This design comes from an exercise in tuning for small area, a short achievable clock period and few clock cycles on the open sky130 flow, not from production work.
Only simulation tests tie the RTL to the original design; equivalence was not proved.
No activity file was given, so power comes from the tool's default toggle rates.

==> flow/design.v (excerpt) <==
module dshot_tdec (
    input  wire        clk,
    input  wire        rst,             
    input  wire        cfg_scheme,      
    input  wire [6:0]  cfg_tol,         
    input  wire        cfg_csum_inv,    
    input  wire [15:0] cfg_nom_period,  
    input  wire        in_valid,
    output wire        in_ready,
    input  wire        in_end,
    input  wire        in_level,        
    input  wire [15:0] in_high,         
    input  wire [15:0] in_len,          
    output reg         out_valid,
    output reg  [2:0]  out_status,
    output reg  [15:0] out_raw
);
Settings: LEC_CHECK=0, CAP_MARGIN=20, CORE_MARGIN=2, CORE_UTILIZATION=60, CTS_BUF_LIST=sky130_fd_sc_hd__clkbuf_8, SLEW_MARGIN=20; clock period 20.0 ns.
run.sh (not shown) runs the stock make flow with config.mk's settings and CLKGATE_MAP_FILE= SYNTH_SCRIPT=/design/flow/synth_recipe.tcl, a recipe that flattens the netlist after the stock synthesis.
Testbench counts at the start, summed over its fixed seeds: cycles 16,290.
Next try:
Settings changed: CORE_UTILIZATION 60 to 40, CTS_BUF_LIST sky130_fd_sc_hd__clkbuf_8 to unset.
Result: Sequential cell count is unchanged; die area rose by 49%; wire length hardly moves; sequential power barely changes; combinational power stays flat; setup slack gets better by 240 ps; total power rose by 3.4%; core utilization fell by 21 points; cell area rose by 1.7%; first-iteration DRC count fell by 21%.
Next try:
Settings changed: CORE_UTILIZATION 40 to 60, CTS_BUF_LIST set to sky130_fd_sc_hd__clkbuf_4 sky130_fd_sc_hd__clkbuf_8.
Via count rose by about 2%.
Non-clock buffer count does not change.
Worst setup slack got worse by 250 ps.
Total power fell by 1.7%.
Final area fell by 1.4%.
Utilization rose by 22 points.
Sequential power barely changes.
Combinational power barely changes.
Next try:
Settings changed: CORE_UTILIZATION 60 to 55, CTS_BUF_LIST sky130_fd_sc_hd__clkbuf_4 sky130_fd_sc_hd__clkbuf_8 to sky130_fd_sc_hd__clkbuf_8 sky130_fd_sc_hd__clkbuf_16, CTS_CLUSTER_DIAMETER set to 50, CTS_CLUSTER_SIZE set to 20.
After rerunning: Die area grows by 9.0%; design area grows by 0.74%; non-clock buffer count grows by 6; maximum frequency shrinks by 0.64%; routed wire length grows by 1.1%; total power grows by 3.1%; cell count is about the same; via count shrinks by 1.5%.


dshot_tdec, a different RTL version from the one above (not shown whole).
Size in the first run: about 4800 cells after synthesis, roughly 1000 flip-flops, roughly 56000 µm² of cells after synthesis.
make LEC_CHECK=0 CAP_MARGIN=20 CORE_MARGIN=2 CORE_UTILIZATION=40 CTS_CLUSTER_DIAMETER=90 CTS_CLUSTER_SIZE=28 SLEW_MARGIN=20 finish   # period 20.0 ns
Testbench counts at the start, summed over its fixed seeds: cycles 16,293.
Change:
Settings changed: CTS_CLUSTER_DIAMETER 90 to unset, CTS_CLUSTER_SIZE 28 to unset.
- count of clock-buffer cells in the layout climbs by 61
- setup slack gains 0.064 ns
- final area went up by 3.3%
- cell count came out higher by 1.6%
- routed wire length rose by 1.2%
- area after synthesis is unchanged
- first-iteration DRC count increases by 2.6%
- maximum frequency went up by 1.1%
- clock power goes up by 66%
- hold slack is worse by 0.017 ns
- non-clock buffer count is unchanged


Another version of the RTL of dshot_tdec (not shown whole).
Size in the first run: ~1000 flip-flops, ~59000 sq um of cells after synthesis.
// dshot_tdec
module dshot_tdec (
    input  wire        clk,
    input  wire        rst,             
    input  wire        cfg_scheme,      
    input  wire [6:0]  cfg_tol,         
    input  wire        cfg_csum_inv,    
    input  wire [15:0] cfg_nom_period,  
    input  wire        in_valid,
    output wire        in_ready,
    input  wire        in_end,
    input  wire        in_level,        
    input  wire [15:0] in_high,         
    input  wire [15:0] in_len,          
    output reg         out_valid,
    output reg  [2:0]  out_status,
    output reg  [15:0] out_raw
);
Settings: LEC_CHECK=0, CAP_MARGIN=20, CORE_MARGIN=2, CORE_UTILIZATION=40, SLEW_MARGIN=20; clock period 20.0 ns.
Testbench counts at the start, summed over its fixed seeds: cycles 16,293.
Then changed:
ABC_AREA = 1   (was not set)
The new run produced a clean layout.
Fmax climbs by 4.7%.
Power climbs by 7.8%.
Utilization drops by 0.20 points.
Setup slack gains 0.28 ns.
Design area climbs by 0.99%.
Hold slack loses 0.059 ns.
Sequential power is about the same.
Combinational power climbs by 34%.
Clock power drops by about 2%.
Clock skew climbs by 0.0094 ns.


dshot_tdec, a different RTL version from the one above (not shown whole).
For scale: roughly 5400 cells after synthesis, roughly 1000 flip-flops, about 83 I/O pins, roughly 0.059 mm² of cells after synthesis.
Settings: LEC_CHECK=0, CAP_MARGIN=20, CORE_MARGIN=2, CORE_UTILIZATION=40, SLEW_MARGIN=20; clock period 20.0 ns.
The baseline passed the timing, design-rule and antenna checks.
Testbench counts at the start, summed over its fixed seeds: cycles 16,293.
Change:
- ABC_AREA: default -> 1
After rerunning: Utilization drops by 0.18 points; fmax came out lower slightly; count of clock-buffer cells in the layout came out lower by 2; worst setup slack is worse by 0.060 ns; synthesized cell count went up by about a fifth.
Change:
- ABC_AREA: 1 -> default
- CORE_UTILIZATION: 40 -> 50
After rerunning:
- The new run completed without violations
- die area fell by 21%
- power fell by 5.6%
- fmax is about the same
- sequential cell count stays the same
- final cell count fell by 18%
- setup slack loses 0.0066 ns
- hold slack gains 0.024 ns
- design area fell by 2.9%
- combinational power fell by 17%
- via count fell by 12%


north:
dshot_tdec, a different RTL version from the one above (not shown whole).
Size in the first run: about 4,800 cells after synthesis, roughly 1,000 flip-flops, roughly 55,000 sq um of cells after synthesis.
## dshot_tdec
module dshot_tdec (
    input  wire        clk,
    input  wire        rst,             
    input  wire        cfg_scheme,      
    input  wire [6:0]  cfg_tol,         
    input  wire        cfg_csum_inv,    
    input  wire [15:0] cfg_nom_period,  
    input  wire        in_valid,
    output wire        in_ready,
    input  wire        in_end,
    input  wire        in_level,        
    input  wire [15:0] in_high,         
    input  wire [15:0] in_len,          
    output reg         out_valid,
    output reg  [2:0]  out_status,
    output reg  [15:0] out_raw
);
Settings: LEC_CHECK=0, CAP_MARGIN=20, CORE_MARGIN=2, CORE_UTILIZATION=40, SLEW_MARGIN=20; clock period 20.0 ns.
Testbench counts of north, summed over its fixed seeds: cycles 16,293.
[inputs] south vs north
- CTS_CLUSTER_DIAMETER: unset -> 80
- CTS_CLUSTER_SIZE: unset -> 25
- Summary of south over north: total wire length after detailed routing has decreased; overall die width comparable; final total power has decreased.


dshot_tdec, a different RTL version from the one above (not shown whole).
Size: roughly 1000 flip-flops, ~83 I/O pins, roughly 59000 um2 of cells after synthesis.
// dshot_tdec
module dshot_tdec (
    input  wire        clk,
    input  wire        rst,             
    input  wire        cfg_scheme,      
    input  wire [6:0]  cfg_tol,         
    input  wire        cfg_csum_inv,    
    input  wire [15:0] cfg_nom_period,  
    input  wire        in_valid,
    output wire        in_ready,
    input  wire        in_end,
    input  wire        in_level,        
    input  wire [15:0] in_high,         
    input  wire [15:0] in_len,          
    output reg         out_valid,
    output reg  [2:0]  out_status,
    output reg  [15:0] out_raw
);
    localparam [2:0] STAT_OK   = 3'd0;
    localparam [2:0] STAT_CSUM = 3'd2;
    localparam [2:0] STAT_INS  = 3'd3;
    localparam [2:0] STAT_BSF  = 3'd4;
    localparam [1:0] E_NONE = 2'd0, E_INS = 2'd1, E_BSF = 2'd2;
    localparam [1:0] A_IDLE = 2'd0, A_DIV = 2'd1, A_READY = 2'd2, A_HAND = 2'd3;
    localparam [1:0] DV_IDLE = 2'd0, DV_RUN = 2'd1, DV_DONE = 2'd2, DV_DONE2 = 2'd3;
    localparam [1:0] OWN_A = 2'd0, OWN_IN = 2'd1, OWN_B = 2'd2;
    reg        cs;
    reg [6:0]  ctol;
    reg        cinv;
    reg [15:0] cpn;
    always @(posedge clk) begin
        cs   <= cfg_scheme;
        ctol <= cfg_tol;
        cinv <= cfg_csum_inv;
        cpn  <= cfg_nom_period;
    end
    reg        in_ready_r;    
    reg        nrdy;          
    reg        v1, e1, lv1;
    reg [15:0] h1, l1;
    reg [5:0]  cnt;
    reg [20:0] acc;           
    reg [20:0] nacc;          
    reg [15:0] ra;            
    reg [15:0] rb;            
    reg        errf;          
    reg        n0zero;        
    reg        prev_lvl;
    reg [1:0]  pend_n0;
    reg        pend_big;
    reg [15:0] sbuf [0:31];
    reg [5:0]  wptr, rptr;
    reg [5:0]  rptr1;         
    reg [15:0] bq;
    reg [1:0]  a_st;
    reg [5:0]  a_cnt;
    reg [1:0]  a_estat;
    reg [15:0] a_pmin, a_pmax;
    reg [15:0] a_pe;
    reg [15:0] a_thr;         
  ...
clock: 20.0 ns
lec_check: 0
cap_margin: 20
core_margin: 2
core_utilization: 40
cts_cluster_diameter: 80
cts_cluster_size: 25
slew_margin: 20
The starting point completed without violations.
Testbench counts at the start, summed over its fixed seeds: cycles 16,293.
Then changed:
Settings changed: CTS_CLUSTER_DIAMETER 80 to 100, CTS_CLUSTER_SIZE 25 to 30.
What happened:
- critical path depth is unchanged
- global-route usage went down by 0.23 points
- design area falls by 1.1%

## static timing again, ports no longer ideal
Ports are ideal in the flow. The routed layouts listed here were re-timed in OpenROAD. Step 1, drivers: a clkbuf_16 drives clk and a buf_2 each remaining input, both assumed. Step 2 adds t to the input delays and takes it off the output delays; t is the mean of the earliest and latest rising clock arrival at the registers after step 1. Input paths then give back, and output paths get back, about the clock's delay inside the block. Three values: ideal, step 1, step 2; two values: the first two.
run | t (ns) | slack for setup (ns) | hold WS [ns] | latest minus earliest clock arrival (ns)
the first run of note 1 | 0.920 | 13.908 / 13.908 / 13.908 | 0.418 / 0.418 / 0.418 | 0.052 / 0.052
the second run of note 1 | 0.811 | 14.150 / 14.067 / 14.143 | 0.423 / 0.423 / 0.423 | 0.094 / 0.094
the third run of note 1 | 0.920 | 13.898 / 13.898 / 13.898 | 0.412 / 0.412 / 0.412 | 0.055 / 0.055
the fourth run of note 1 | 0.782 | 13.859 / 13.859 / 13.859 | 0.416 / 0.416 / 0.416 | 0.058 / 0.059
the first run of note 2 | 0.754 | 14.082 / 14.082 / 14.082 | 0.415 / 0.415 / 0.415 | 0.058 / 0.058
the second run of note 2 | 0.794 | 14.146 / 14.099 / 14.146 | 0.398 / 0.398 / 0.398 | 0.070 / 0.069
the first run of note 3 | 0.834 | 13.920 / 13.835 / 13.828 | 0.414 / 0.414 / 0.414 | 0.086 / 0.085
the second run of note 3 | 0.805 | 14.195 / 14.115 / 13.662 | 0.355 / 0.355 / 0.355 | 0.087 / 0.087
the first run of note 4 | 0.809 | 14.212 / 14.134 / 13.903 | 0.407 / 0.407 / 0.407 | 0.098 / 0.098
the second run of note 4 | 0.838 | 14.153 / 14.062 / 13.507 | 0.334 / 0.334 / 0.334 | 0.075 / 0.074
the third run of note 4 | 0.783 | 14.146 / 14.146 / 14.146 | 0.358 / 0.358 / 0.358 | 0.097 / 0.097
north | 0.804 | 14.031 / 14.031 / 14.031 | 0.402 / 0.402 / 0.402 | 0.091 / 0.092
south | 0.787 | 13.971 / 13.971 / 13.971 | 0.433 / 0.433 / 0.433 | 0.080 / 0.080
the first run of note 6 | 0.784 | 14.250 / 14.223 / 13.774 | 0.346 / 0.346 / 0.346 | 0.064 / 0.065
the second run of note 6 | 0.775 | 14.278 / 14.200 / 13.786 | 0.350 / 0.350 / 0.350 | 0.085 / 0.085
After both steps every run listed still meets setup and hold. The setup slack of the second run of note 4, which loses most, moves by -0.091 ns with the drivers and by -0.646 ns with both steps.
